This design comes from an exercise in tuning for small area on the open sky130 flow, not from production work. RTL that was checked went through simulation tests only; none was proved equivalent to the original. No functional check of the RTL was part of runs 1 to 3. Power and IR drop assume default switching activity.

===== flow/design.v =====
module solar16_core (
    input  wire        clk,
    input  wire        rst,           
    input  wire [16:0] prog_len,      
    output wire        imem_req,
    output wire [15:0] imem_addr,
    input  wire        imem_ack,
    input  wire [31:0] imem_rdata,
    output wire        dmem_req,
    output wire        dmem_we,
    output wire [15:0] dmem_addr,
    output wire [7:0]  dmem_wdata,
    input  wire        dmem_ack,
    input  wire [7:0]  dmem_rdata,
    output wire        in_req,
    input  wire        in_ack,
    input  wire        in_eof,
    input  wire [20:0] in_char,
    output wire        out_valid,
    output wire [7:0]  out_data,
    output wire [1:0]  run_state,     
    output wire [2:0]  fault_cause,
    output wire [16:0] fault_pc,
    output wire [7:0]  fault_opcode,
    output wire [7:0]  fault_operand,
    output wire [16:0] pc_out,
    output wire        z_out,
    input  wire [3:0]  dbg_sel,
    output wire [15:0] dbg_reg
);
    localparam S_CLEAR = 5'd0,    
               S_FETCH = 5'd1,    
               S_FWAIT = 5'd2,    
               S_EXEC  = 5'd3,    
               S_RS    = 5'd4,    
               S_RD    = 5'd5,    
               S_CAPA  = 5'd6,    
               S_MUL   = 5'd7,    
               S_SH    = 5'd8,    
               S_MQ1   = 5'd9,    
               S_MW1   = 5'd10,
               S_MQ2   = 5'd11,   
               S_MW2   = 5'd12,
               S_INQ   = 5'd13,   
               S_INW   = 5'd14,
               S_HALT  = 5'd15,
               S_SHX   = 5'd16,   
               S_F1    = 5'd17,   
               S_F2    = 5'd18,
               S_F3    = 5'd19,
               S_F4    = 5'd20,
               S_NEG   = 5'd21;   
    localparam O_ADD = 4'd0, O_SUB = 4'd1, O_MUL = 4'd2, O_MOV = 4'd3,
               O_LD  = 4'd4, O_ST  = 4'd5, O_CLR = 4'd6, O_CMP = 4'd7,
               O_AND = 4'd8, O_NOT = 4'd9, O_OR  = 4'd10, O_XOR = 4'd11,
               O_SHL = 4'd12, O_SHR = 4'd13, O_IN = 4'd14;
    reg [4:0]   state;
    reg [3:0]   opc;
    reg [3:0]   kr;          
    reg [3:0]   cnt;
    reg [16:0]  pc;
    reg         zf;
    reg [31:0]  ir;
    reg [255:0] ring;
    wire [15:0] A  = ir[15:0];
    wire [15:0] B  = ir[31:16];
    wire [15:0] w0 = ring[15:0];
    wire [7:0] op  = A[7:0];
    reg legal, uses1, uses2;
    always @(*) begin
        legal = 1'b1; uses1 = 1'b0; uses2 = 1'b0;
        case (op)
            8'h00, 8'h01, 8'h02, 8'h11, 8'h12, 8'h13, 8'h41, 8'h44, 8'h45:
                uses1 = 1'b1;
            8'h03, 8'h04, 8'h05, 8'h10, 8'h30, 8'h40, 8'h42, 8'h43: begin
                uses1 = 1'b1; uses2 = 1'b1;
            end
            8'h20, 8'h21, 8'h22, 8'h23, 8'hF0, 8'hFF: ;
            default: legal = 1'b0;
        endcase
    end
    wire bad1 = uses1 && (A[15:12] != 4'd0);
    wire bad2 = uses2 && (B[7:4] != 4'd0);
    wire ok   = legal && !bad1 && !bad2;
    reg [3:0] dec_opc;
    always @(*) begin
        case (op)
            8'h00, 8'h03: dec_opc = O_ADD;
            8'h01, 8'h04: dec_opc = O_SUB;
            8'h02, 8'h05: dec_opc = O_MUL;
            8'h10:        dec_opc = O_MOV;
            8'h11:        dec_opc = (B == 16'hFF10) ? O_IN : O_LD;
            8'h12:        dec_opc = O_ST;
            8'h13:        dec_opc = O_CLR;
            8'h30:        dec_opc = O_CMP;
            8'h40:        dec_opc = O_AND;
            8'h41:        dec_opc = O_NOT;
            8'h42:        dec_opc = O_OR;
            8'h43:        dec_opc = O_XOR;
            8'h44:        dec_opc = O_SHL;
            default:      dec_opc = O_SHR;
        endcase
    end
    wire jump = (op == 8'h20) || (op == 8'h21 && zf) || (op == 8'h22 && !zf);
    wire hit_rd = (kr == 4'd15);             
    wire hit_rs = (cnt == B[3:0]);
    wire st_rd   = (state == S_RD);
    wire st_mul  = (state == S_MUL);
    wire st_sh   = (state == S_SH);
    wire st_exec = (state == S_EXEC);
    wire is_shr  = (opc == O_SHR);
    wire sh_on = (kr < A[3:0]);
    wire [3:0] kin = st_mul ? kr : (st_sh && is_shr && hit_rd) ? A[3:0] : 4'hF;
    wire [15:0] mask;
    genvar gi;
    generate
        for (gi = 0; gi < 16; gi = gi + 1) begin : g_mask
            assign mask[gi] = (gi <= kin);
        end
    endgenerate
    wire xw  = st_rd;                         
    wire xb  = st_mul || st_sh;               
    wire sub = st_rd && (opc == O_SUB);
    wire [15:0] bsh = {B[14:0], 1'b0};
    wire [15:0] ax = (w0 & {16{xw}}) | (bsh & {16{xb}}) | (pc[15:0] & {16{st_exec}});
    wire [15:0] ay = st_mul  ? (A & mask & {16{B[15]}}) :
                     st_sh   ? 16'd0 :
                     st_exec ? 16'd4 : B;       
    wire        cin = sub || (state == S_MQ1) || (st_sh && is_shr && B[15]);
    wire [16:0] cy;
    wire [16:0] asum;
    assign cy[0] = cin;
    generate
        for (gi = 0; gi < 16; gi = gi + 1) begin : g_add
            assign asum[gi] = ax[gi] ^ ay[gi] ^ cy[gi];
            assign cy[gi+1] = (ax[gi] & ay[gi]) | (cy[gi] & (ax[gi] ^ ay[gi]));
        end
    endgenerate
    assign asum[16] = cy[16];
    wire [15:0] msum = (asum[15:0] & mask) | (bsh & ~mask & {16{st_mul}});
    reg [3:0] lut;
    always @(*) begin
        case (state)
            S_CLEAR:        lut = 4'b0000;
            S_RS:           lut = (opc == O_SUB) ? 4'b0011 : 4'b1100;   
            S_CAPA:         lut = 4'b1100;           
            S_NEG:          lut = 4'b0101;           
            S_SHX:          lut = is_shr ? 4'b0101 : 4'b1010;   
            S_RD: case (opc)
                O_AND:      lut = 4'b1000;
                O_OR:       lut = 4'b1110;
                O_XOR, O_CMP: lut = 4'b0110;
                O_NOT:      lut = 4'b0011;
                O_CLR:      lut = 4'b0000;
                O_IN:       lut = A[0] ? 4'b0000 : 4'b1010;    
                default:    lut = 4'b1010;           
            endcase
            default:        lut = 4'b1010;           
        endcase
    end
    wire [15:0] lres = (w0 & B & {16{lut[3]}}) | (w0 & ~B & {16{lut[2]}}) |
                       (~w0 & B & {16{lut[1]}}) | (~w0 & ~B & {16{lut[0]}});
    wire        in_zero = in_eof || (in_char == 21'd10);
    wire [15:0] ext = (state == S_INW) ? in_char[15:0] : {dmem_rdata, A[15:8]};
    wire use_sum = (st_rd && (opc == O_ADD || opc == O_SUB)) || st_mul ||
                   (st_sh && !(hit_rd && !is_shr)) || (state == S_MQ1) ||
                   (st_exec && !jump);
    wire use_ext = (state == S_MW1) || (state == S_MW2) || (state == S_INW);
    wire [15:0] bus = use_sum ? msum : use_ext ? ext : lres;
    wire bus_zero = (bus == 16'd0);
    wire we = (state == S_CLEAR) ||
              (hit_rd && ((st_rd && opc != O_CMP) || st_mul || st_sh));
    always @(posedge clk)
        ring <= {we ? bus : w0, ring[255:16]};
    always @(posedge clk)
        if (state == S_CLEAR || (st_exec && ok && op != 8'h23))
            pc <= {use_sum & asum[16], bus};
    always @(posedge clk)
        kr <= st_exec ? cnt - A[11:8] : kr + 4'd1;
    wire pc_ok = (pc[1:0] == 2'b00) && (pc[16:2] < prog_len[16:2]);
    assign imem_req  = (state == S_FETCH) && pc_ok;
    assign imem_addr = pc[15:0];
    assign dmem_req  = (state == S_MQ1) || (state == S_MQ2);
    assign dmem_we   = (opc == O_ST);
    assign dmem_addr = B;
    assign dmem_wdata = A[7:0];
    assign in_req    = (state == S_INQ);
    assign out_valid = (state == S_MQ1) && (opc == O_ST) && (B == 16'hFF00);
    assign out_data  = A[7:0];
    wire faulted = (state == S_F1) || (state == S_F2) || (state == S_F3) || (state == S_F4);
    assign run_state   = faulted ? 2'd2 : (state == S_HALT) ? 2'd1 : 2'd0;
    assign fault_cause = (state == S_F1) ? 3'd1 : (state == S_F2) ? 3'd2 :
                         (state == S_F3) ? 3'd3 : (state == S_F4) ? 3'd4 : 3'd0;
    assign fault_pc    = faulted ? pc : 17'd0;
    assign fault_opcode  = (state == S_F1 || state == S_F4) ? A[7:0] : 8'd0;
    assign fault_operand = (state == S_F4) ? ((A[15:12] != 4'd0) ? A[15:8] : B[7:0]) : 8'd0;
    assign pc_out  = pc;
    assign z_out   = zf;
    wire [3:0] dpos = dbg_sel - cnt;
    reg [15:0] dbg_or;
    integer di;
    always @(*) begin
        dbg_or = 16'd0;
        for (di = 0; di < 16; di = di + 1)
            dbg_or = dbg_or | (ring[16 * di +: 16] & {16{dpos == di}});
    end
    assign dbg_reg = dbg_or;
    always @(posedge clk) begin
        if (rst) begin
            state <= S_CLEAR;
            cnt   <= 4'd0;
        end else begin
            cnt <= cnt + 4'd1;
            if (hit_rd && ((st_rd && opc != O_MOV && opc != O_LD && opc != O_IN) || st_mul || st_sh))
                zf <= bus_zero;
            case (state)
                S_CLEAR: begin
                    zf <= 1'b0;
                    if (cnt == 4'd15) state <= S_FETCH;
                end
                S_FETCH: begin
                    if (pc[1:0] != 2'b00)  state <= S_F2;
                    else if (!pc_ok)       state <= S_F3;
                    else                   state <= S_FWAIT;
                end
                S_FWAIT: if (imem_ack) begin
                    ir    <= imem_rdata;
                    state <= S_EXEC;
                end
                S_EXEC: begin
                    opc <= dec_opc;
                    if (!legal)                state <= S_F1;
                    else if (bad1 || bad2)     state <= S_F4;
                    else case (op)
                        8'h00, 8'h13, 8'h41:        state <= S_RD;
                        8'h01:                      state <= S_NEG;
                        8'h02, 8'h12:               state <= S_CAPA;
                        8'h44, 8'h45:               state <= S_SHX;
                        8'h11: state <= (B == 16'hFF10) ? S_INQ : S_MQ1;
                        8'h20, 8'h21, 8'h22, 8'hFF: state <= S_FETCH;
                        8'h23: state <= S_HALT;
                        8'hF0: begin zf <= 1'b0; state <= S_FETCH; end
                        default: state <= S_RS;     
                    endcase
                end
                S_NEG: begin
                    ir[31:16] <= bus;               
                    state     <= S_RD;
                end
                S_SHX: begin
                    ir[15:0] <= bus;                
                    state    <= S_CAPA;
                end
                S_RS: if (hit_rs) begin
                    ir[31:16] <= bus;
                    state     <= (opc == O_MUL) ? S_CAPA : S_RD;
                end
                S_CAPA: if (hit_rd) begin
                    if (opc == O_SHL || opc == O_SHR) ir[31:16] <= bus;
                    else                              ir[15:0]  <= bus;
                    state <= (opc == O_MUL) ? S_MUL : (opc == O_ST) ? S_MQ1 : S_SH;
                end
                S_RD:  if (hit_rd) state <= S_FETCH;
                S_MUL: begin
                    ir[31:16] <= bus;
                    if (hit_rd) state <= S_FETCH;
                end
                S_SH: begin
                    if (sh_on) ir[31:16] <= bus;
                    if (hit_rd) state <= S_FETCH;
                end
                S_MQ1: begin
                    ir[31:16] <= bus;               
                    state     <= S_MW1;
                end
                S_MW1: if (dmem_ack) begin
                    ir[15:0] <= bus;                
                    state    <= S_MQ2;
                end
                S_MQ2: state <= S_MW2;
                S_MW2: if (dmem_ack) begin
                    ir[31:16] <= bus;
                    state     <= (opc == O_LD) ? S_RD : S_FETCH;
                end
                S_INQ: state <= S_INW;
                S_INW: if (in_ack) begin
                    ir[31:16] <= bus;
                    ir[0]     <= in_zero;
                    state     <= S_RD;
                end
                default: ;   
            endcase
        end
    end
endmodule

===== flow/constraint.sdc =====
create_clock -name core_clock -period 10.0 [get_ports {clk}]
set_input_delay 2.0000 -clock core_clock [delete_from_list [all_inputs] [get_ports {clk}]]
set_output_delay 2.0000 -clock core_clock [all_outputs]
set_load 0.01 [all_outputs]

===== flow/flow/small_bufs.tcl =====
# Keep the resizer's buffers small: signal buffers up to drive strength 2.
set_dont_use {sky130_fd_sc_hd__buf_4 sky130_fd_sc_hd__buf_6 sky130_fd_sc_hd__buf_8 sky130_fd_sc_hd__buf_12 sky130_fd_sc_hd__buf_16 sky130_fd_sc_hd__bufbuf_8 sky130_fd_sc_hd__bufbuf_16}

===== flow/standard.sh =====
#!/bin/bash
# synth_recipe.tcl (not shown) runs the flow's synth.tcl, then flattens the netlist and writes it again
# the make line also repeats each setting of config.mk as NAME=value (left out here)
make -C /OpenROAD-flow-scripts/flow DESIGN_CONFIG=/design/flow/config.mk WORK_HOME=/design/flow/orfs CLKGATE_MAP_FILE= SYNTH_SCRIPT=/design/flow/synth_recipe.tcl "${@:-finish}"

===== flow/config.mk =====
export PLATFORM = sky130hd
export DESIGN_NAME = solar16_core
export DESIGN_NICKNAME = solar16_core
export VERILOG_FILES = /design/flow/design.v
export SDC_FILE = /design/flow/constraint.sdc
export NUM_CORES = 4
export LEC_CHECK = 0
export CAP_MARGIN = 20
export CORE_MARGIN = 2
export CORE_UTILIZATION = 55
export CTS_BUF_LIST = sky130_fd_sc_hd__clkbuf_8
export CTS_CLUSTER_DIAMETER = 80
export CTS_CLUSTER_SIZE = 14
export PLACE_DENSITY = 0.7
export SLEW_MARGIN = 20

===== flow/flow/run.sh =====
#!/bin/bash
# Standard layout, with the port buffers made of the smallest buffer cell and
# the resizer kept to small signal buffers.
set -euo pipefail
T=$PWD/flow/small_bufs.tcl
bash standard.sh 'BUFFER_PORTS_ARGS=-buffer_cell sky130_fd_sc_hd__buf_1' \
  "PRE_FLOORPLAN_TCL=$T" "PRE_GLOBAL_PLACE_TCL=$T" "PRE_RESIZE_TCL=$T" \
  "PRE_REPAIR_TIMING_POST_PLACE_TCL=$T" "PRE_GLOBAL_ROUTE_TCL=$T" finish > flow_make.log 2>&1

==> impl_metrics.toml, run 1 <==
[die]
die_area_um2 = 27930
io_pins = 213
initial_core_util_pct = 56.15
core_um2 = 26060
die_y_um = 167.1
row_count = 59
die_width_um = 167.1

[layout]
postLayoutCoreUtil_pct = 61.53
fin_cells = 1909
stdcell_area_um2 = 16030
drive_above_1_share_pct = 11.12
final_nets = 1695
n_antenna_cell = 0
area_growth_pct = 9.568

[cts]
ctsHoldBuffers = 0
cts_inserted_buffers = 28
cts_tree = "built"
root_buffer = "clkbuf_8"
cts_sinks = 323
htree_num_levels = 1
clk_pin_slew_ns = 0.10
clockBufferDepth = 3
clk_latency_ns = 0.62

[place]
gp_congestion = 1.033
dp_cells = 1868
hpwl_mm = 36.89
port_buffers = 210
place_area_um2 = 15510

[synth]
synthesis.nets = 1502
synth_cell_types = 100
ys_ff_latch = 323
synthFlopType = "dfxtp_1"
synth_common_cells = "dfxtp_1, nor2_1, nand2_1"
async_flop_share_pct = 0
syn_area_um2 = 14630
synth-seq-area-share_pct = 47.88
yosysWarnings = 1
yosysMostFrequentCell = "dfxtp_1"
synthCells = 1371
synth_top_cell_area_share_pct = 36.80
yosys-top-cells-area = "dfxtp_1, edfxtp_1, a22o_1, a221oi_1, mux2_2"
synth_area_leader_cell = "dfxtp_1"
synth_edf_count = 54
synth.avg_cell_area_um2 = 10.67

[route]
vias = 12750
drtIter0Drc = 1771
drt_first_pass_iters = 10
wl_per_cell_um = 26.48
post_drt_via_cell_ratio = 6.676
ant_nets = 0
drc = 0
drt-total-wl_mm = 50.55

[critical_path]
path_delay_family = "adder cells"
r2r_end = "zf"
cp.required_ns = 10.45
critPathMaxFanout = 3
start_kind = "flop"
critPathArrivalTime_ns = 10.17
critPathBufInv = 1
cpPeakStageDelay_ns = 0.50
r2r_slack_ns = 0.29
r2r_cells = 27
critPathKind = "flop to flop"
critPathSlowestCell = "fa_1"
end_kind = "flop"
rr_startpoint = "opc[1]"

[global_route]
grt_pass1_vias = 12110
grt_max_degree = 29
grt_pass1_wl_mm = 74.82
track_usage_pct = 34.84
antenna_found_initial = 0
grt_overflow = 0

[power]
p_int_mw = 2.992
p_per_area_nw_per_um2 = 324.7
vdd.ir_drop.worst_uv = 231.8
share_comb_of_total_power_pct = 39.5
leakage_nw = 5.700
p_clk_share_pct = 13.8
p_sw_mw = 2.215
switching_share_pct = 42.54
seq_power_share_pct = 46.7

[sta]
hold_ws_ns = 0.3435
fmax_ghz = 0.1030
min_period_over_period_pct = 97.12
fin_skew_ns = 0.01783
slew_headroom_pct = 25.64
fin_crit_ns = 9.712
hold_violations = 0
finalSetupViolCount = 0
drv_slew = 0
worstMarginPinSlew_ns = 1.101

[worst_hold_path]
hold-path-endpoint = "ring[221]"
whs_path_depth = 0
min_path_type = "flop to flop"
min_from = "ring[237]"

[job]
drv_cap = 0

[status]
status = "timing/DRC/antenna clean"
worst reg2reg max path, cell delays in order (launching register included):
cell and delay [ns]:
edfxtp_1 0.44, and4b_2 0.34, a21oi_1 0.09, or4_1 0.47, o31ai_2 0.11, fa_2 0.25
inv_1 0.05, fa_1 0.48, fa_2 0.42, fa_2 0.41, fa_2 0.40, fa_2 0.40
fa_1 0.46, fa_2 0.41, fa_2 0.41, fa_1 0.46, fa_1 0.46, fa_2 0.43
fa_1 0.46, fa_1 0.47, fa_1 0.44, fa_1 0.50, nor3_1 0.06, a311oi_1 0.31
a211oi_2 0.10, nor4_2 0.27, nand4_1 0.21, a211oi_2 0.23
final cells by class:
class | count | area (µm²)
clock buffer | 28 | 385.4
clock inverter | 12 | 103.9
fill | 2246 | 10030
inverter | 43 | 161.4
multi-input combinational | 885 | 6880
sequential | 323 | 7007
tap | 335 | 419.2
timing repair buffer | 283 | 1076
registers in the layout, summed over array words and instances (netlist names):
| signal | flops |
|---|---|
| kr | 4 |
| state | 5 |
| cnt | 4 |
| ir | 32 |
| pc | 17 |
| zf | 1 |
| ring | 256 |
| opc | 4 |
power by group through the flow:
stage / Clock (mW) / Sequential [mW] / Combinational [mW]
floorplan: 0 / 2.25 / 1.40
finish: 0.719 / 2.43 / 2.06
global route: 0.775 / 2.47 / 2.18
global placement: 0 / 2.42 / 1.98
CTS: 0.726 / 2.41 / 2.01
detailed placement: 0 / 2.43 / 1.99
worst max path at each step:
stage	slack, ns	from	end	depth (start not counted)
after floorplan	0.006	state[0]	zf	31
after global placement	0.1	state[3]	zf	27
after detailed placement	-0.05	state[3]	zf	27
after CTS	0.005	opc[1]	zf	27
after global routing	-0.03	opc[1]	zf	27
final	0.29	opc[1]	zf	27
metal layers:
| layer | up-vias | global-route usage [%] | wire length, µm |
|---|---|---|---|
| met2 | 769 | 57.94 | 23670 |
| met5 | - | 0 | 0 |
| met4 | 0 | 18.67 | 3177 |
| li1 | 5597 | - | - |
| met1 | 6181 | 43.18 | 19400 |
| met3 | 198 | 6.405 | 4296 |
kinds of logic after synthesis:
| kind of cell | Yosys count | share of synthesized area (%) |
|---|---|---|
| compound gates | 390 | 21.38 |
| xor+xnor | 20 | 1.197 |
| fa+ha+maj | 43 | 4.600 |
| buf+inv | 163 | 5.968 |
| flops | 323 | 47.88 |
| mux | 61 | 4.976 |
| simple gates | 371 | 14.00 |
metrics by stage:
stage	power (mW)	setup slack, ns	TNS [ns]
final	5.206	0.2877	0
after global routing	5.432	-0.02989	-0.02989
after CTS	5.142	0.004791	0
after detailed placement	4.419	-0.05099	-0.05099
after global placement	4.395	0.09615	0
after floorplan	3.651	0.006136	0
repair_timing:
| item | in CTS | in global routing |
|---|---|---|
| gates resized for setup | 2 | 10 |
| setup buffers | 0 | 1 |
| endpoints found under the setup margin | 1 | 4 |
| pin swaps | 2 | 5 |
layout by cell type (no fill, tap or decap), types with 15 or more instances in the layout:
cell	synthesis	final
nor2_1	82	70
nand3_1	28	28
a221oi_1	62	62
a21oi_1	39	37
edfxtp_1	54	54
ha_1	25	25
o21ai_0	30	29
dfxtp_1	269	269
a222oi_1	15	15
nor4_1	16	15
a211oi_1	16	15
inv_1	38	45
nand4_1	28	28
nand2_1	72	72
mux2_2	38	38
nand2b_1	18	18
nor2b_1	29	29
a31oi_1	16	16
o22ai_1	23	22
buf_1	3	272
clkbuf_8	4	28
a22o_1	64	64
nor3_1	26	22
nor2_2	3	15
==> run 2, diff against run 1 <==
--- a/flow/design.v
+++ b/flow/design.v
@@ -50,4 +50,4 @@
                S_F3    = 5'd19,
-               S_F4    = 5'd20,
-               S_NEG   = 5'd21;   
+               S_F4    = 5'd20,   
+               S_F4B   = 5'd21;   
     localparam O_ADD = 4'd0, O_SUB = 4'd1, O_MUL = 4'd2, O_MOV = 4'd3,
@@ -55,3 +55,3 @@
                O_AND = 4'd8, O_NOT = 4'd9, O_OR  = 4'd10, O_XOR = 4'd11,
-               O_SHL = 4'd12, O_SHR = 4'd13, O_IN = 4'd14;
+               O_SHL = 4'd12, O_SHR = 4'd13;
     reg [4:0]   state;
@@ -91,3 +91,3 @@
             8'h10:        dec_opc = O_MOV;
-            8'h11:        dec_opc = (B == 16'hFF10) ? O_IN : O_LD;
+            8'h11:        dec_opc = O_LD;
             8'h12:        dec_opc = O_ST;
@@ -127,3 +127,3 @@
                      st_sh   ? 16'd0 :
-                     st_exec ? 16'd4 : B;       
+                     st_exec ? 16'd4 : (B ^ {16{sub}});
     wire        cin = sub || (state == S_MQ1) || (st_sh && is_shr && B[15]);
@@ -144,5 +144,3 @@
             S_CLEAR:        lut = 4'b0000;
-            S_RS:           lut = (opc == O_SUB) ? 4'b0011 : 4'b1100;   
-            S_CAPA:         lut = 4'b1100;           
-            S_NEG:          lut = 4'b0101;           
+            S_RS, S_CAPA:   lut = 4'b1100;           
             S_SHX:          lut = is_shr ? 4'b0101 : 4'b1010;   
@@ -154,3 +152,2 @@
                 O_CLR:      lut = 4'b0000;
-                O_IN:       lut = A[0] ? 4'b0000 : 4'b1010;    
                 default:    lut = 4'b1010;           
@@ -162,4 +159,4 @@
                        (~w0 & B & {16{lut[1]}}) | (~w0 & ~B & {16{lut[0]}});
-    wire        in_zero = in_eof || (in_char == 21'd10);
-    wire [15:0] ext = (state == S_INW) ? in_char[15:0] : {dmem_rdata, A[15:8]};
+    wire [15:0] in_value = (in_eof || in_char == 21'd10) ? 16'd0 : in_char[15:0];
+    wire [15:0] ext = (state == S_INW) ? in_value : {dmem_rdata, A[15:8]};
     wire use_sum = (st_rd && (opc == O_ADD || opc == O_SUB)) || st_mul ||
@@ -174,5 +171,2 @@
         ring <= {we ? bus : w0, ring[255:16]};
-    always @(posedge clk)
-        if (state == S_CLEAR || (st_exec && ok && op != 8'h23))
-            pc <= {use_sum & asum[16], bus};
     always @(posedge clk)
@@ -189,9 +183,10 @@
     assign out_data  = A[7:0];
-    wire faulted = (state == S_F1) || (state == S_F2) || (state == S_F3) || (state == S_F4);
+    wire f_reg   = (state == S_F4) || (state == S_F4B);
+    wire faulted = (state == S_F1) || (state == S_F2) || (state == S_F3) || f_reg;
     assign run_state   = faulted ? 2'd2 : (state == S_HALT) ? 2'd1 : 2'd0;
     assign fault_cause = (state == S_F1) ? 3'd1 : (state == S_F2) ? 3'd2 :
-                         (state == S_F3) ? 3'd3 : (state == S_F4) ? 3'd4 : 3'd0;
+                         (state == S_F3) ? 3'd3 : f_reg ? 3'd4 : 3'd0;
     assign fault_pc    = faulted ? pc : 17'd0;
-    assign fault_opcode  = (state == S_F1 || state == S_F4) ? A[7:0] : 8'd0;
-    assign fault_operand = (state == S_F4) ? ((A[15:12] != 4'd0) ? A[15:8] : B[7:0]) : 8'd0;
+    assign fault_opcode  = (state == S_F1 || f_reg) ? A[7:0] : 8'd0;
+    assign fault_operand = ((state == S_F4) ? A[15:8] : 8'd0) | ((state == S_F4B) ? B[7:0] : 8'd0);
     assign pc_out  = pc;
@@ -211,11 +206,10 @@
             cnt   <= 4'd0;
+            pc    <= 17'd0;
+            zf    <= 1'b0;
         end else begin
             cnt <= cnt + 4'd1;
-            if (hit_rd && ((st_rd && opc != O_MOV && opc != O_LD && opc != O_IN) || st_mul || st_sh))
+            if (hit_rd && ((st_rd && opc != O_MOV && opc != O_LD) || st_mul || st_sh))
                 zf <= bus_zero;
             case (state)
-                S_CLEAR: begin
-                    zf <= 1'b0;
-                    if (cnt == 4'd15) state <= S_FETCH;
-                end
+                S_CLEAR: if (cnt == 4'd15) state <= S_FETCH;
                 S_FETCH: begin
@@ -231,7 +225,9 @@
                     opc <= dec_opc;
+                    if (ok && op != 8'h23)
+                        pc <= {use_sum & asum[16], bus};
                     if (!legal)                state <= S_F1;
-                    else if (bad1 || bad2)     state <= S_F4;
+                    else if (bad1)             state <= S_F4;
+                    else if (bad2)             state <= S_F4B;
                     else case (op)
-                        8'h00, 8'h13, 8'h41:        state <= S_RD;
-                        8'h01:                      state <= S_NEG;
+                        8'h00, 8'h01, 8'h13, 8'h41: state <= S_RD;
                         8'h02, 8'h12:               state <= S_CAPA;
@@ -245,6 +241,2 @@
                 end
-                S_NEG: begin
-                    ir[31:16] <= bus;               
-                    state     <= S_RD;
-                end
                 S_SHX: begin
@@ -287,3 +279,2 @@
                     ir[31:16] <= bus;
-                    ir[0]     <= in_zero;
                     state     <= S_RD;
==> impl_metrics.toml, run 2 <==
[status]
status = "timing/DRC/antenna clean"

[critical_path]
critPathSlowestCell = "fa_1"
critPathArrivalTime_ns = 10.09
critPathMaxFanout = 5
critPathKind = "flop to flop"
cpPeakStageDelay_ns = 0.49
path_common_cell = "fa_1"
start_kind = "flop"
cp.required_ns = 10.50
end_kind = "flop"

[power]
p_int_mw = 2.700
p_sw_mw = 1.890
p_per_area_nw_per_um2 = 283.6
leakage_nw = 6.098
seq_power_share_pct = 49.5
total_power_mw = 4.590
share_comb_of_total_power_pct = 36.1
vdd.ir_drop.worst_uv = 203.5
p_clk_share_pct = 14.3
switching_share_pct = 41.17

[synth]
synth-seq-area-share_pct = 45.89
yosysMostFrequentCell = "dfxtp_1"
synthesis.nets = 1645
synth.avg_cell_area_um2 = 9.826
synth_cell_types = 92
synth_common_cells = "dfxtp_1, nor2_1, nand2_1"
synth_edf_count = 36
yosys-top-cells-area = "dfxtp_1, edfxtp_1, a22oi_1, nor2_1, mux2_2"
synthCells = 1514
synth_area_leader_cell = "dfxtp_1"
synth_top_cell_area_share_pct = 38.62
ys_ff_latch = 323
synthFlopType = "dfxtp_1"
yosysWarnings = 1
async_flop_share_pct = 0
syn_area_um2 = 14880

[global_route]
antenna_found_initial = 0
busiest_layer = "met2"
grt_pass1_vias = 12570
met3_usage_pct = 5.144
grt_max_degree = 27
use_met1_pct = 44.46
grt_overflow = 0
grt_pass1_wl_mm = 77.19
use_met2_pct = 60.21
track_usage_pct = 35.93

[cts]
clk_pin_slew_ns = 0.10
cts_sinks = 323
cts_tree = "built"
clk_latency_ns = 0.60
cts_inserted_buffers = 27
clockBufferDepth = 3
htree_num_levels = 1
root_buffer = "clkbuf_8"

[die]
die_width_um = 168.5
die_y_um = 168.5
core_um2 = 26730
row_count = 60
initial_core_util_pct = 55.66
io_pins = 213
die_area_um2 = 28380

[sta]
finalSetupViolCount = 0
hold_violations = 0
rsz0062_at_grt = "no"
fin_crit_ns = 9.590
slew_headroom_pct = 21.36
fin_setup_tns_ns = 0
worstMarginPinSlew_ns = 1.175
drv_slew = 0
fmax_ghz = 0.1043
fin_skew_ns = 0.03209
min_period_over_period_pct = 95.90

[worst_hold_path]
min_path_type = "flop to flop"

[layout]
final_common_cell = "dfxtp_1"
postLayoutCoreUtil_pct = 60.57
top_regs = "ring: 256 flops, ir: 32 flops, pc: 17 flops"
area_growth_pct = 8.806
top_register = "ring"
final_nets = 1812
largest_register_ffs = 256
drive_above_1_share_pct = 7.874
mostFrequentLayoutCells = "dfxtp_1, buf_1, nor2_1"
n_antenna_cell = 0
stdcell_area_um2 = 16190

[route]
drc = 0
ant_nets = 0
drt_first_pass_iters = 6
post_drt_via_cell_ratio = 6.498
vias = 13190
drtIter0Drc = 1521
wl_per_cell_um = 25.87
drt-total-wl_mm = 52.52

[place]
place_area_um2 = 15750
gp_congestion = 1.012
port_buffers = 210
hpwl_mm = 38.40

[job]
drv_cap = 0
## run 2: changes by cell type after synthesis, moves of 11 or more
cell      previous run  this run
clkbuf_1            55        77
inv_1               38        56
a22oi_1             10        65
a21oi_1             39        70
a22o_1              64        36
nor3_1              26        38
nor2_1              82       116
edfxtp_1            54        36
dfxtp_1            269       287
a221oi_1            62        34
and3_1               2        13
nand2_1             72        89
mux2i_1             12        25
## run 2: power by group through the flow
stage / clock network (mW) / registers [mW] / logic (mW)
4_1_cts: 0.664 / 2.25 / 1.61
2_1_floorplan: 0 / 2.09 / 1.10
3_5_place_dp: 0 / 2.27 / 1.60
6_report: 0.658 / 2.27 / 1.66
3_3_place_gp: 0 / 2.26 / 1.59
5_1_grt: 0.711 / 2.32 / 1.76
## run 2: final cells by class
| cell class | instances | area, µm² |
|---|---|---|
| multi-input cells | 996 | 7243 |
| fillers | 2381 | 10540 |
| clock buffers | 27 | 371.6 |
| repair buffers | 275 | 1054 |
| well taps | 341 | 426.7 |
| inverters | 58 | 217.7 |
| clock inverters | 10 | 46.29 |
| flip-flops and latches | 323 | 6828 |
## run 2: cells by family (layout without fill, tap and decap cells)
| kind of cell | after synthesis | count (layout) | synth area share (%) |
|---|---|---|---|
| muxes | 63 | 63 | 4.786 |
| adders and majority gates | 43 | 43 | 4.525 |
| buffers and inverters | 195 | 370 | 6.064 |
| xor gates and xnor gates | 36 | 36 | 2.119 |
| AOI/OAI and AO/OA | 408 | 408 | 20.66 |
| and+or+nand+nor | 446 | 446 | 15.95 |
| DFF | 323 | 323 | 45.89 |
## run 2: routing by layer
| metal | part of all wire (%) | vias to the layer above |
|---|---|---|
| met5 | 0 | - |
| met2 | 47 | 696 |
| met3 | 7.6 | 194 |
| met1 | 38 | 6367 |
| met4 | 6.7 | 0 |
| li1 | - | 5934 |
## run 2: final timing paths
kind | cells after the start | slack (ns) | end | startpoint
hold / removal | 0 | 0.34 | ring[87] | ring[103]
hold reg to reg | 0 | 0.34 | ring[87] | ring[103]
setup reg to reg | 29 | 0.41 | zf | state[4]
setup / recovery | 29 | 0.41 | zf | state[4]
## run 2: critical path: cells and delay by family, from the launching register on
family | cells | cell delay, ns
adders and majority gates | 16 | 7.06
DFF | 1 | 0.36
buffers and inverters | 2 | 0.23
xor gates and xnor gates | 1 | 0.17
and+or+nand+nor | 7 | 1.30
AOI/OAI and AO/OA | 3 | 0.39
## run 2: timing repair
action	in CTS	in global routing
hold endpoints to repair	0	0
gates resized for setup	0	2
setup endpoints to repair	0	5
hold buffers	0	0
buffers inserted	0	1
## run 2: per-stage QoR
stage               worst slack [ns]  cells  hold WS (ns)
CTS                           0.2261   2028        0.3442
floorplan                     0.1609   1514        0.3308
global placement              0.3570   1990        0.3327
finish                        0.4098   2030        0.3428
global route               0.0007612   2030        0.3488
detailed placement            0.2681   1991        0.3367
==> run 3, diff against run 2 <==
--- a/flow/design.v
+++ b/flow/design.v
@@ -50,4 +50,3 @@
                S_F3    = 5'd19,
-               S_F4    = 5'd20,   
-               S_F4B   = 5'd21;   
+               S_F4    = 5'd20;
     localparam O_ADD = 4'd0, O_SUB = 4'd1, O_MUL = 4'd2, O_MOV = 4'd3,
@@ -111,4 +110,5 @@
     wire is_shr  = (opc == O_SHR);
-    wire sh_on = (kr < A[3:0]);
-    wire [3:0] kin = st_mul ? kr : (st_sh && is_shr && hit_rd) ? A[3:0] : 4'hF;
+    wire [3:0] sh_lim = is_shr ? ~A[3:0] : A[3:0];
+    wire sh_on = (kr < sh_lim);
+    wire [3:0] kin = st_mul ? kr : (st_sh && is_shr && hit_rd) ? ~A[3:0] : 4'hF;
     wire [15:0] mask;
@@ -120,10 +120,29 @@
     endgenerate
-    wire xw  = st_rd;                         
-    wire xb  = st_mul || st_sh;               
+    reg [3:0] lut;
+    always @(*) begin
+        case (state)
+            S_CLEAR, S_MQ1: lut = 4'b0000;
+            S_RS, S_CAPA:   lut = 4'b1100;           
+            S_RD: case (opc)
+                O_ADD, O_SUB: lut = 4'b1100;         
+                O_AND:      lut = 4'b1000;
+                O_OR:       lut = 4'b1110;
+                O_XOR, O_CMP: lut = 4'b0110;
+                O_NOT:      lut = 4'b0011;
+                O_CLR:      lut = 4'b0000;
+                default:    lut = 4'b1010;           
+            endcase
+            default:        lut = 4'b1010;           
+        endcase
+    end
+    wire [15:0] lres = (w0 & B & {16{lut[3]}}) | (w0 & ~B & {16{lut[2]}}) |
+                       (~w0 & B & {16{lut[1]}}) | (~w0 & ~B & {16{lut[0]}});
+    wire xb  = st_mul || (st_sh && !(hit_rd && !is_shr));
+    wire xp  = st_exec && !jump;
     wire sub = st_rd && (opc == O_SUB);
+    wire yb  = (st_rd && (opc == O_ADD || opc == O_SUB)) || (state == S_MQ1);
     wire [15:0] bsh = {B[14:0], 1'b0};
-    wire [15:0] ax = (w0 & {16{xw}}) | (bsh & {16{xb}}) | (pc[15:0] & {16{st_exec}});
-    wire [15:0] ay = st_mul  ? (A & mask & {16{B[15]}}) :
-                     st_sh   ? 16'd0 :
-                     st_exec ? 16'd4 : (B ^ {16{sub}});
+    wire [15:0] ax = xb ? bsh : xp ? pc[15:0] : lres;
+    wire [15:0] ay = ((B ^ {16{sub}}) & {16{yb}}) | (A & mask & {16{B[15] & st_mul}}) |
+                     {13'd0, xp, 2'd0};
     wire        cin = sub || (state == S_MQ1) || (st_sh && is_shr && B[15]);
@@ -140,28 +159,7 @@
     wire [15:0] msum = (asum[15:0] & mask) | (bsh & ~mask & {16{st_mul}});
-    reg [3:0] lut;
-    always @(*) begin
-        case (state)
-            S_CLEAR:        lut = 4'b0000;
-            S_RS, S_CAPA:   lut = 4'b1100;           
-            S_SHX:          lut = is_shr ? 4'b0101 : 4'b1010;   
-            S_RD: case (opc)
-                O_AND:      lut = 4'b1000;
-                O_OR:       lut = 4'b1110;
-                O_XOR, O_CMP: lut = 4'b0110;
-                O_NOT:      lut = 4'b0011;
-                O_CLR:      lut = 4'b0000;
-                default:    lut = 4'b1010;           
-            endcase
-            default:        lut = 4'b1010;           
-        endcase
-    end
-    wire [15:0] lres = (w0 & B & {16{lut[3]}}) | (w0 & ~B & {16{lut[2]}}) |
-                       (~w0 & B & {16{lut[1]}}) | (~w0 & ~B & {16{lut[0]}});
     wire [15:0] in_value = (in_eof || in_char == 21'd10) ? 16'd0 : in_char[15:0];
     wire [15:0] ext = (state == S_INW) ? in_value : {dmem_rdata, A[15:8]};
-    wire use_sum = (st_rd && (opc == O_ADD || opc == O_SUB)) || st_mul ||
-                   (st_sh && !(hit_rd && !is_shr)) || (state == S_MQ1) ||
-                   (st_exec && !jump);
+    wire use_sum = 1'b1;
     wire use_ext = (state == S_MW1) || (state == S_MW2) || (state == S_INW);
-    wire [15:0] bus = use_sum ? msum : use_ext ? ext : lres;
+    wire [15:0] bus = use_ext ? ext : msum;
     wire bus_zero = (bus == 16'd0);
@@ -183,10 +181,9 @@
     assign out_data  = A[7:0];
-    wire f_reg   = (state == S_F4) || (state == S_F4B);
-    wire faulted = (state == S_F1) || (state == S_F2) || (state == S_F3) || f_reg;
+    wire faulted = (state == S_F1) || (state == S_F2) || (state == S_F3) || (state == S_F4);
     assign run_state   = faulted ? 2'd2 : (state == S_HALT) ? 2'd1 : 2'd0;
     assign fault_cause = (state == S_F1) ? 3'd1 : (state == S_F2) ? 3'd2 :
-                         (state == S_F3) ? 3'd3 : f_reg ? 3'd4 : 3'd0;
+                         (state == S_F3) ? 3'd3 : (state == S_F4) ? 3'd4 : 3'd0;
     assign fault_pc    = faulted ? pc : 17'd0;
-    assign fault_opcode  = (state == S_F1 || f_reg) ? A[7:0] : 8'd0;
-    assign fault_operand = ((state == S_F4) ? A[15:8] : 8'd0) | ((state == S_F4B) ? B[7:0] : 8'd0);
+    assign fault_opcode  = (state == S_F1 || state == S_F4) ? A[7:0] : 8'd0;
+    assign fault_operand = (state == S_F4) ? ((A[15:12] != 4'd0) ? A[15:8] : B[7:0]) : 8'd0;
     assign pc_out  = pc;
@@ -228,4 +225,3 @@
                     if (!legal)                state <= S_F1;
-                    else if (bad1)             state <= S_F4;
-                    else if (bad2)             state <= S_F4B;
+                    else if (bad1 || bad2)     state <= S_F4;
                     else case (op)
==> flow/flow/run.sh (replaced) <==
#!/bin/bash
# Standard layout, with the port buffers made of the smallest buffer cell.
set -euo pipefail
bash standard.sh 'BUFFER_PORTS_ARGS=-buffer_cell sky130_fd_sc_hd__buf_1' finish > flow_make.log 2>&1
--- a/flow/config.mk
+++ b/flow/config.mk
@@ -9,7 +9,6 @@
 export CORE_MARGIN = 2
-export CORE_UTILIZATION = 55
-export CTS_BUF_LIST = sky130_fd_sc_hd__clkbuf_8
-export CTS_CLUSTER_DIAMETER = 80
-export CTS_CLUSTER_SIZE = 14
-export PLACE_DENSITY = 0.7
+export CORE_UTILIZATION = 40
+export CTS_CLUSTER_DIAMETER = 110
+export CTS_CLUSTER_SIZE = 24
+export PLACE_DENSITY = 0.6
 export SLEW_MARGIN = 20
removed: flow/flow/small_bufs.tcl
==> impl_metrics.toml, run 3 <==
[synth]
async_flop_share_pct = 0
synth.avg_cell_area_um2 = 10.34
ys_ff_latch = 327
syn_area_um2 = 14930
synth_common_cells = "dfxtp_1, nor2_1, nand2_1"
synthCells = 1445
synthesis.nets = 1576
yosysWarnings = 1
synth_edf_count = 36
synth_cell_types = 95
synth-seq-area-share_pct = 46.25
yosysMostFrequentCell = "dfxtp_1"
synthFlopType = "dfxtp_1"
yosys-top-cells-area = "dfxtp_1, edfxtp_1, a221oi_1, a22o_1, mux2_2"
synth_area_leader_cell = "dfxtp_1"
synth_top_cell_area_share_pct = 39.01

[critical_path]
end_kind = "flop"
cpPeakStageDelay_ns = 0.56
r2r_slack_ns = 0.33
path_delay_family = "adder cells"
cp.required_ns = 10.47
critPathSlowestCell = "or4_4"
start_kind = "flop"
critPathMaxFanout = 6
r2r_cells = 29
critPathKind = "flop to flop"
critPathArrivalTime_ns = 10.14
r2r_end = "zf"
critPathBufInv = 2
rr_startpoint = "state[3]"
path_common_cell = "fa_2"

[place]
gp_congestion = 0.9460
pre_cts_slack_ns = -0.2174
dp_cells = 2091
hpwl_mm = 38.65
port_buffers = 210

[sta]
hold_ws_ns = 0.3384
worstMarginPinSlew_ns = 1.157
hold_violations = 0
drv_slew = 0
fin_crit_ns = 9.672
rsz0062_at_grt = "no"
fin_skew_ns = 0.02071
slew_headroom_pct = 22.60
fmax_ghz = 0.1034
setup_slack_ns = 0.3279
finalSetupViolCount = 0
min_period_over_period_pct = 96.72

[cts]
htree_num_levels = 1
clk_pin_slew_ns = 0.10
clockBufferDepth = 3
cts_tree = "built"
cts_sinks = 327
cts_inserted_buffers = 18
ctsHoldBuffers = 0
clk_latency_ns = 0.53
root_buffer = "clkbuf_16"

[die]
core_um2 = 36700
initial_core_util_pct = 40.70
row_count = 70
die_area_um2 = 38900
io_pins = 213
die_y_um = 197.2
die_width_um = 197.2

[layout]
largest_register_ffs = 256
final_nets = 1775
n_antenna_cell = 0
multiInputGateArea_um2 = 7413
fin_cells = 2119
drive_above_1_share_pct = 15.32
area_growth_pct = 14.84
top_regs = "ring: 256 flops, ir: 32 flops, pc: 17 flops"
fillers = 3480
top_register = "ring"
final_common_cell = "dfxtp_1"
mostFrequentLayoutCells = "dfxtp_1, buf_1, buf_4"
seq_area_um2 = 6912

[route]
drt-total-wl_mm = 52.57
drt_first_pass_iters = 7
vias = 12590
drtIter0Drc = 936
drc = 0
wl_per_cell_um = 24.81
post_drt_via_cell_ratio = 5.941
ant_nets = 0

[job]
drv_cap = 0

[global_route]
track_usage_pct = 26.40
grt_pass1_wl_mm = 76.96
grt_max_degree = 33
grt_overflow = 0
grt_pass1_vias = 12110
antenna_found_initial = 0

[worst_hold_path]
min_from = "ring[48]"
min_path_type = "flop to flop"
whs_path_depth = 0
hold-path-endpoint = "ring[32]"

[power]
vdd.ir_drop.worst_uv = 186.1
leakage_nw = 6.173
p_per_area_nw_per_um2 = 198.5
total_power_mw = 3.404

[status]
status = "timing/DRC/antenna clean"
run 3: cell types whose count changed in the layout (fill, tap and decap cells not counted), sizes merged, moves of 28 or more:
cell    previous run  this run
o21ai             41        69
buf              273       308
a21oi             71        39
a22oi             65         7
a22o              36        65
a221oi            34        67
run 3: worst max path at each step:
stage / from / endpoint / slack, ns / cells past startpoint
after detailed placement: state[2] / zf / -0.22 / 30
final: state[3] / zf / 0.33 / 29
after CTS: state[2] / zf / 0.03 / 30
after global placement: state[2] / zf / -0.19 / 30
after global routing: state[3] / zf / 0.04 / 29
after floorplan: state[3] / ir[15] / 0.05 / 30
run 3: worst register-to-register path: cells and delay by family (launching register included):
kind,cells,cell delay (ns)
compound gates,4,0.80
fa+ha+maj,16,6.47
buf+inv,2,0.13
flops,1,0.36
mux,2,0.71
simple gates,5,1.13
run 3: cell type report:
cell class / count / area share [%]
timing repair buffer: 308 / 8.981
multi-input combinational: 949 / 43.23
sequential: 327 / 40.30
inverter: 40 / 0.8755
tap: 468 / 3.414
clock inverter: 5 / 0.4888
clock buffer: 22 / 2.714
run 3: cells by family after synthesis:
logic type	count (synthesis)	synth area share, %
AOI/OAI and AO/OA	367	18.35
xor gates and xnor gates	29	1.751
adders and majority gates	43	4.507
buffers and inverters	169	5.714
DFF	327	46.25
muxes	99	8.319
and+or+nand+nor	411	15.11
run 3: repair_timing:
action	CTS	global route
pin swaps	0	3
resized for setup	4	12
buffers inserted	0	1
setup endpoints to repair	3	3
run 3: power breakdown:
| group | internal [mW] | switching [mW] |
|---|---|---|
| Clock | 0.369 | 0.443 |
| Sequential | 1.66 | 0.219 |
| Combinational | 0.280 | 0.433 |
run 3: metrics by stage:
stage	util, %	setup TNS, ns	cell area, µm²
after floorplan	-	0	14960
after global placement	45.05	-0.2865	16530
after detailed placement	45.05	-0.4084	16530
after CTS	46.57	0	17090
after global routing	46.73	0	17150
final	46.73	0	17150
run 3: layer usage:
| layer | global-route usage [%] | wire, µm | vias up |
|---|---|---|---|
| met5 | 0 | 0 | - |
| met4 | 9.050 | 1865 | 0 |
| met3 | 4.337 | 3735 | 100 |
| met2 | 43.56 | 24400 | 516 |
| met1 | 35.11 | 22570 | 6194 |
| li1 | - | - | 5779 |
==> run 4, diff against run 3 <==
--- a/flow/design.v
+++ b/flow/design.v
@@ -120,29 +120,10 @@
     endgenerate
-    reg [3:0] lut;
-    always @(*) begin
-        case (state)
-            S_CLEAR, S_MQ1: lut = 4'b0000;
-            S_RS, S_CAPA:   lut = 4'b1100;           
-            S_RD: case (opc)
-                O_ADD, O_SUB: lut = 4'b1100;         
-                O_AND:      lut = 4'b1000;
-                O_OR:       lut = 4'b1110;
-                O_XOR, O_CMP: lut = 4'b0110;
-                O_NOT:      lut = 4'b0011;
-                O_CLR:      lut = 4'b0000;
-                default:    lut = 4'b1010;           
-            endcase
-            default:        lut = 4'b1010;           
-        endcase
-    end
-    wire [15:0] lres = (w0 & B & {16{lut[3]}}) | (w0 & ~B & {16{lut[2]}}) |
-                       (~w0 & B & {16{lut[1]}}) | (~w0 & ~B & {16{lut[0]}});
-    wire xb  = st_mul || (st_sh && !(hit_rd && !is_shr));
-    wire xp  = st_exec && !jump;
+    wire xw  = st_rd;                         
+    wire xb  = st_mul || st_sh;               
     wire sub = st_rd && (opc == O_SUB);
-    wire yb  = (st_rd && (opc == O_ADD || opc == O_SUB)) || (state == S_MQ1);
     wire [15:0] bsh = {B[14:0], 1'b0};
-    wire [15:0] ax = xb ? bsh : xp ? pc[15:0] : lres;
-    wire [15:0] ay = ((B ^ {16{sub}}) & {16{yb}}) | (A & mask & {16{B[15] & st_mul}}) |
-                     {13'd0, xp, 2'd0};
+    wire [15:0] ax = (w0 & {16{xw}}) | (bsh & {16{xb}}) | (pc[15:0] & {16{st_exec}});
+    wire [15:0] ay = st_mul  ? (A & mask & {16{B[15]}}) :
+                     st_sh   ? 16'd0 :
+                     st_exec ? 16'd4 : (B ^ {16{sub}});
     wire        cin = sub || (state == S_MQ1) || (st_sh && is_shr && B[15]);
@@ -159,7 +140,27 @@
     wire [15:0] msum = (asum[15:0] & mask) | (bsh & ~mask & {16{st_mul}});
+    reg [3:0] lut;
+    always @(*) begin
+        case (state)
+            S_CLEAR:        lut = 4'b0000;
+            S_RS, S_CAPA:   lut = 4'b1100;           
+            S_RD: case (opc)
+                O_AND:      lut = 4'b1000;
+                O_OR:       lut = 4'b1110;
+                O_XOR, O_CMP: lut = 4'b0110;
+                O_NOT:      lut = 4'b0011;
+                O_CLR:      lut = 4'b0000;
+                default:    lut = 4'b1010;           
+            endcase
+            default:        lut = 4'b1010;           
+        endcase
+    end
+    wire [15:0] lres = (w0 & B & {16{lut[3]}}) | (w0 & ~B & {16{lut[2]}}) |
+                       (~w0 & B & {16{lut[1]}}) | (~w0 & ~B & {16{lut[0]}});
     wire [15:0] in_value = (in_eof || in_char == 21'd10) ? 16'd0 : in_char[15:0];
     wire [15:0] ext = (state == S_INW) ? in_value : {dmem_rdata, A[15:8]};
-    wire use_sum = 1'b1;
+    wire use_sum = (st_rd && (opc == O_ADD || opc == O_SUB)) || st_mul ||
+                   (st_sh && !(hit_rd && !is_shr)) || (state == S_MQ1) ||
+                   (st_exec && !jump);
     wire use_ext = (state == S_MW1) || (state == S_MW2) || (state == S_INW);
-    wire [15:0] bus = use_ext ? ext : msum;
+    wire [15:0] bus = use_sum ? msum : use_ext ? ext : lres;
     wire bus_zero = (bus == 16'd0);
==> flow/flow/run.sh (replaced) <==
#!/bin/bash
# Standard layout, with the port buffers made of the smallest buffer cell and
# the resizer kept to small signal buffers.
set -euo pipefail
T=$PWD/flow/small_bufs.tcl
bash standard.sh 'BUFFER_PORTS_ARGS=-buffer_cell sky130_fd_sc_hd__buf_1' \
  "PRE_FLOORPLAN_TCL=$T" "PRE_GLOBAL_PLACE_TCL=$T" "PRE_RESIZE_TCL=$T" \
  "PRE_REPAIR_TIMING_POST_PLACE_TCL=$T" "PRE_GLOBAL_ROUTE_TCL=$T" finish > flow_make.log 2>&1
==> flow/flow/small_bufs.tcl (new file) <==
# Keep the resizer to small cells: no drive strength above 2 outside the clock tree.
set_dont_use {sky130_fd_sc_hd__a2111o_4 sky130_fd_sc_hd__a2111oi_4 sky130_fd_sc_hd__a211o_4 sky130_fd_sc_hd__a211oi_4 sky130_fd_sc_hd__a21bo_4 sky130_fd_sc_hd__a21boi_4 sky130_fd_sc_hd__a21o_4 sky130_fd_sc_hd__a21oi_4 sky130_fd_sc_hd__a221o_4 sky130_fd_sc_hd__a221oi_4 sky130_fd_sc_hd__a22o_4 sky130_fd_sc_hd__a22oi_4 sky130_fd_sc_hd__a2bb2o_4 sky130_fd_sc_hd__a2bb2oi_4 sky130_fd_sc_hd__a311o_4 sky130_fd_sc_hd__a311oi_4 sky130_fd_sc_hd__a31o_4 sky130_fd_sc_hd__a31oi_4 sky130_fd_sc_hd__a32o_4 sky130_fd_sc_hd__a32oi_4 sky130_fd_sc_hd__a41o_4 sky130_fd_sc_hd__a41oi_4 sky130_fd_sc_hd__and2_4 sky130_fd_sc_hd__and2b_4 sky130_fd_sc_hd__and3_4 sky130_fd_sc_hd__and3b_4 sky130_fd_sc_hd__and4_4 sky130_fd_sc_hd__and4b_4 sky130_fd_sc_hd__and4bb_4 sky130_fd_sc_hd__buf_12 sky130_fd_sc_hd__buf_16 sky130_fd_sc_hd__buf_4 sky130_fd_sc_hd__buf_6 sky130_fd_sc_hd__buf_8 sky130_fd_sc_hd__bufbuf_16 sky130_fd_sc_hd__bufbuf_8 sky130_fd_sc_hd__bufinv_16 sky130_fd_sc_hd__bufinv_8 sky130_fd_sc_hd__dfrtp_4 sky130_fd_sc_hd__dfstp_4 sky130_fd_sc_hd__dfxtp_4 sky130_fd_sc_hd__dlclkp_4 sky130_fd_sc_hd__dlrtn_4 sky130_fd_sc_hd__dlrtp_4 sky130_fd_sc_hd__dlxtn_4 sky130_fd_sc_hd__ebufn_4 sky130_fd_sc_hd__ebufn_8 sky130_fd_sc_hd__einvn_4 sky130_fd_sc_hd__einvn_8 sky130_fd_sc_hd__einvp_4 sky130_fd_sc_hd__einvp_8 sky130_fd_sc_hd__fa_4 sky130_fd_sc_hd__ha_4 sky130_fd_sc_hd__inv_12 sky130_fd_sc_hd__inv_16 sky130_fd_sc_hd__inv_4 sky130_fd_sc_hd__inv_6 sky130_fd_sc_hd__inv_8 sky130_fd_sc_hd__maj3_4 sky130_fd_sc_hd__mux2_4 sky130_fd_sc_hd__mux2_8 sky130_fd_sc_hd__mux2i_4 sky130_fd_sc_hd__mux4_4 sky130_fd_sc_hd__nand2_4 sky130_fd_sc_hd__nand2_8 sky130_fd_sc_hd__nand2b_4 sky130_fd_sc_hd__nand3_4 sky130_fd_sc_hd__nand3b_4 sky130_fd_sc_hd__nand4_4 sky130_fd_sc_hd__nand4b_4 sky130_fd_sc_hd__nand4bb_4 sky130_fd_sc_hd__nor2_4 sky130_fd_sc_hd__nor2_8 sky130_fd_sc_hd__nor2b_4 sky130_fd_sc_hd__nor3_4 sky130_fd_sc_hd__nor3b_4 sky130_fd_sc_hd__nor4_4 sky130_fd_sc_hd__nor4b_4 sky130_fd_sc_hd__nor4bb_4 sky130_fd_sc_hd__o2111a_4 sky130_fd_sc_hd__o2111ai_4 sky130_fd_sc_hd__o211a_4 sky130_fd_sc_hd__o211ai_4 sky130_fd_sc_hd__o21a_4 sky130_fd_sc_hd__o21ai_4 sky130_fd_sc_hd__o21ba_4 sky130_fd_sc_hd__o21bai_4 sky130_fd_sc_hd__o221a_4 sky130_fd_sc_hd__o221ai_4 sky130_fd_sc_hd__o22a_4 sky130_fd_sc_hd__o22ai_4 sky130_fd_sc_hd__o2bb2a_4 sky130_fd_sc_hd__o2bb2ai_4 sky130_fd_sc_hd__o311a_4 sky130_fd_sc_hd__o311ai_4 sky130_fd_sc_hd__o31a_4 sky130_fd_sc_hd__o31ai_4 sky130_fd_sc_hd__o32a_4 sky130_fd_sc_hd__o32ai_4 sky130_fd_sc_hd__o41a_4 sky130_fd_sc_hd__o41ai_4 sky130_fd_sc_hd__or2_4 sky130_fd_sc_hd__or2b_4 sky130_fd_sc_hd__or3_4 sky130_fd_sc_hd__or3b_4 sky130_fd_sc_hd__or4_4 sky130_fd_sc_hd__or4b_4 sky130_fd_sc_hd__or4bb_4 sky130_fd_sc_hd__sdfrtp_4 sky130_fd_sc_hd__sdfstp_4 sky130_fd_sc_hd__sdfxtp_4 sky130_fd_sc_hd__sdlclkp_4 sky130_fd_sc_hd__sedfxtp_4 sky130_fd_sc_hd__xnor2_4 sky130_fd_sc_hd__xnor3_4 sky130_fd_sc_hd__xor2_4 sky130_fd_sc_hd__xor3_4}
--- a/flow/config.mk
+++ b/flow/config.mk
@@ -9,6 +9,6 @@
 export CORE_MARGIN = 2
-export CORE_UTILIZATION = 40
+export CORE_UTILIZATION = 55
 export CTS_CLUSTER_DIAMETER = 110
 export CTS_CLUSTER_SIZE = 24
-export PLACE_DENSITY = 0.6
+export PLACE_DENSITY = 0.7
 export SLEW_MARGIN = 20
==> impl_metrics.toml, run 4 <==
[status]
status = "timing/DRC/antenna clean"

[cts]
cts_inserted_buffers = 17
clk_latency_ns = 0.50
clk_pin_slew_ns = 0.10
cts_sinks = 323
cts_tree = "built"
htree_num_levels = 1
clockBufferDepth = 3
root_buffer = "clkbuf_16"

[route]
drt-total-wl_mm = 49.74
vias = 12640
drt_first_pass_iters = 8
drc = 0
ant_nets = 0
drtIter0Drc = 1653
wl_per_cell_um = 25.77
post_drt_via_cell_ratio = 6.548

[die]
initial_core_util_pct = 55.71
row_count = 59
die_width_um = 166.2
die_area_um2 = 27630
core_um2 = 25980
die_y_um = 166.2
io_pins = 213

[place]
hpwl_mm = 35.39
gp_congestion = 1.074
place_area_um2 = 15330
port_buffers = 210

[synth]
yosysMostFrequentCell = "dfxtp_1"
synth-seq-area-share_pct = 47.16
synthCells = 1426
synth_compound_area_share_pct = 20.22
synth-xor-area-share_pct = 2.299
synthFlopType = "dfxtp_1"
syn_area_um2 = 14480
synth_adder_area_share_pct = 4.650
synth_common_cells = "dfxtp_1, nor2_1, clkbuf_1"
synth_area_leader_cell = "dfxtp_1"
ys_ff_latch = 323
synth_top_cell_area_share_pct = 39.69
synth.avg_cell_area_um2 = 10.15
synth_cell_types = 93
synth.mux.area_fraction_pct = 6.051
yosysWarnings = 1
yosys-top-cells-area = "dfxtp_1, edfxtp_1, a221oi_1, a22o_1, nor2_1"
synth_top_family_by_area = "compound AO/OA/AOI/OAI gates"
synthesis.nets = 1557
synth_edf_count = 36
async_flop_share_pct = 0
yosys.area_share.simple_pct = 13.86

[global_route]
grt_overflow = 0
grt_max_degree = 26
grt_pass1_wl_mm = 73.43
track_usage_pct = 34.50
antenna_found_initial = 2
grt_pass1_vias = 11880

[critical_path]
cpPeakStageDelay_ns = 0.53
end_kind = "flop"
critPathSlowestCell = "or3b_1"
critPathMaxFanout = 7
start_kind = "flop"
critPathBufInv = 2
cp.required_ns = 10.40
critPathKind = "flop to flop"
critPathArrivalTime_ns = 10.00
path_common_cell = "fa_1"
path_delay_family = "adder cells"

[sta]
worstMarginPinSlew_ns = 1.223
fin_crit_ns = 9.606
fin_skew_ns = 0.01794
fmax_ghz = 0.1041
min_period_over_period_pct = 96.06
drv_slew = 0
hold_violations = 0
slew_headroom_pct = 18.49
finalSetupViolCount = 0

[power]
p_per_area_nw_per_um2 = 279.0
p_clk_share_pct = 16.2
vdd.ir_drop.worst_uv = 221.8
share_comb_of_total_power_pct = 32.9
seq_power_share_pct = 50.9
p_sw_mw = 1.723
p_int_mw = 2.698
switching_share_pct = 38.97
leakage_nw = 5.925

[layout]
stdcell_area_um2 = 15840
area_growth_pct = 9.448
drive_above_1_share_pct = 8.156
top_register = "ring"
mostFrequentLayoutCells = "dfxtp_1, buf_1, nor2_1"
final_nets = 1719
top_regs = "ring: 256 flops, ir: 32 flops, pc: 17 flops"
final_common_cell = "dfxtp_1"
postLayoutCoreUtil_pct = 60.97
largest_register_ffs = 256

[job]
drv_cap = 0

[worst_hold_path]
min_path_type = "flop to flop"
-- run 4: cells by family (layout without fill, tap and decap cells) --
| group | Yosys count | count (layout) |
|---|---|---|
| AOI/OAI and AO/OA | 385 | 385 |
| buffers and inverters | 176 | 344 |
| other | 0 | 1 |
| DFF | 323 | 323 |
| muxes | 74 | 74 |
| and+or+nand+nor | 387 | 387 |
| adders and majority gates | 43 | 43 |
| xor gates and xnor gates | 38 | 38 |
-- run 4: area by class of cell --
cell class | count | area [µm²]
fillers | 2242 | 10140
repair buffers | 266 | 1010
inverters | 53 | 198.9
multi-input cells | 927 | 6919
clock inverters | 2 | 17.52
well taps | 335 | 419.2
clock buffers | 23 | 447.9
diodes | 1 | 2.502
flip-flops and latches | 323 | 6828
-- run 4: power by group through the flow --
stage               combinational (mW)  clock [mW]  sequential [mW]
global route                      1.54       0.774             2.30
detailed placement                1.39           0             2.25
finish                            1.45       0.717             2.25
CTS                               1.40       0.726             2.23
floorplan                        0.986           0             2.08
global placement                  1.38           0             2.24
-- run 4: layer usage --
layer	wire, µm	vias up	GRT usage, %
met5	13	-	0
met1	19520	6090	45.31
met2	22710	760	55.42
met4	2814	2	17.58
met3	4684	174	5.553
li1	-	5612	-
-- run 4: worst paths after layout --
check / startpoint / endpoint / slack [ns] / cells after the start
worst max-delay path: state[2] / zf / 0.39 / 28
worst min-delay path: ring[191] / ring[175] / 0.34 / 0
worst max register to register: state[2] / zf / 0.39 / 28
worst min register to register: ring[191] / ring[175] / 0.34 / 0
-- run 4: stage by stage --
stage	TNS, ns	setup slack (ns)	hold WS (ns)	cells	power (mW)
3_3_place_gp	0	0.4232	0.3330	1898	3.624
2_1_floorplan	0	0.4468	0.3308	1426	3.063
3_5_place_dp	0	0.2955	0.3365	1899	3.638
6_report	0	0.3942	0.3432	1930	4.421
5_1_grt	-0.009149	-0.009149	0.3526	1929	4.615
4_1_cts	0	0.2893	0.3468	1924	4.353
-- run 4: timing repair --
action,in CTS,in global routing
endpoints found under the setup margin,0,7
resized for setup,0,4
hold buffers,0,0
setup buffers,0,5

[port drivers added, routing unchanged]
How much do the figures lean on ideal ports? The routed layouts below were timed once more, with nothing changed but the port constraints. Step 1 sets driving cells, clkbuf_16 on the clock port and buf_2 on the other inputs (assumed; they add their load-dependent delay and slew). Step 2 adds t to the input delays and takes it off the output delays; t is the mean of the earliest and latest rising clock arrival at the registers after step 1. Input paths then give back, and output paths get back, about the clock's delay inside the block. Slacks: ideal / step 1 / step 2; pairs: ideal / step 1.
| run | shift t [ns] | setup slack, ns | clock arrival spread, ns |
|---|---|---|---|
| run 1 | 0.661 | 0.288 / 0.288 / 0.288 | 0.019 / 0.019 |
| run 2 | 0.626 | 0.410 / 0.410 / 0.410 | 0.039 / 0.038 |
| run 3 | 0.573 | 0.328 / 0.328 / 0.328 | 0.021 / 0.022 |
| run 4 | 0.536 | 0.394 / 0.394 / 0.394 | 0.020 / 0.020 |
After both steps setup and hold are still met in every run listed.
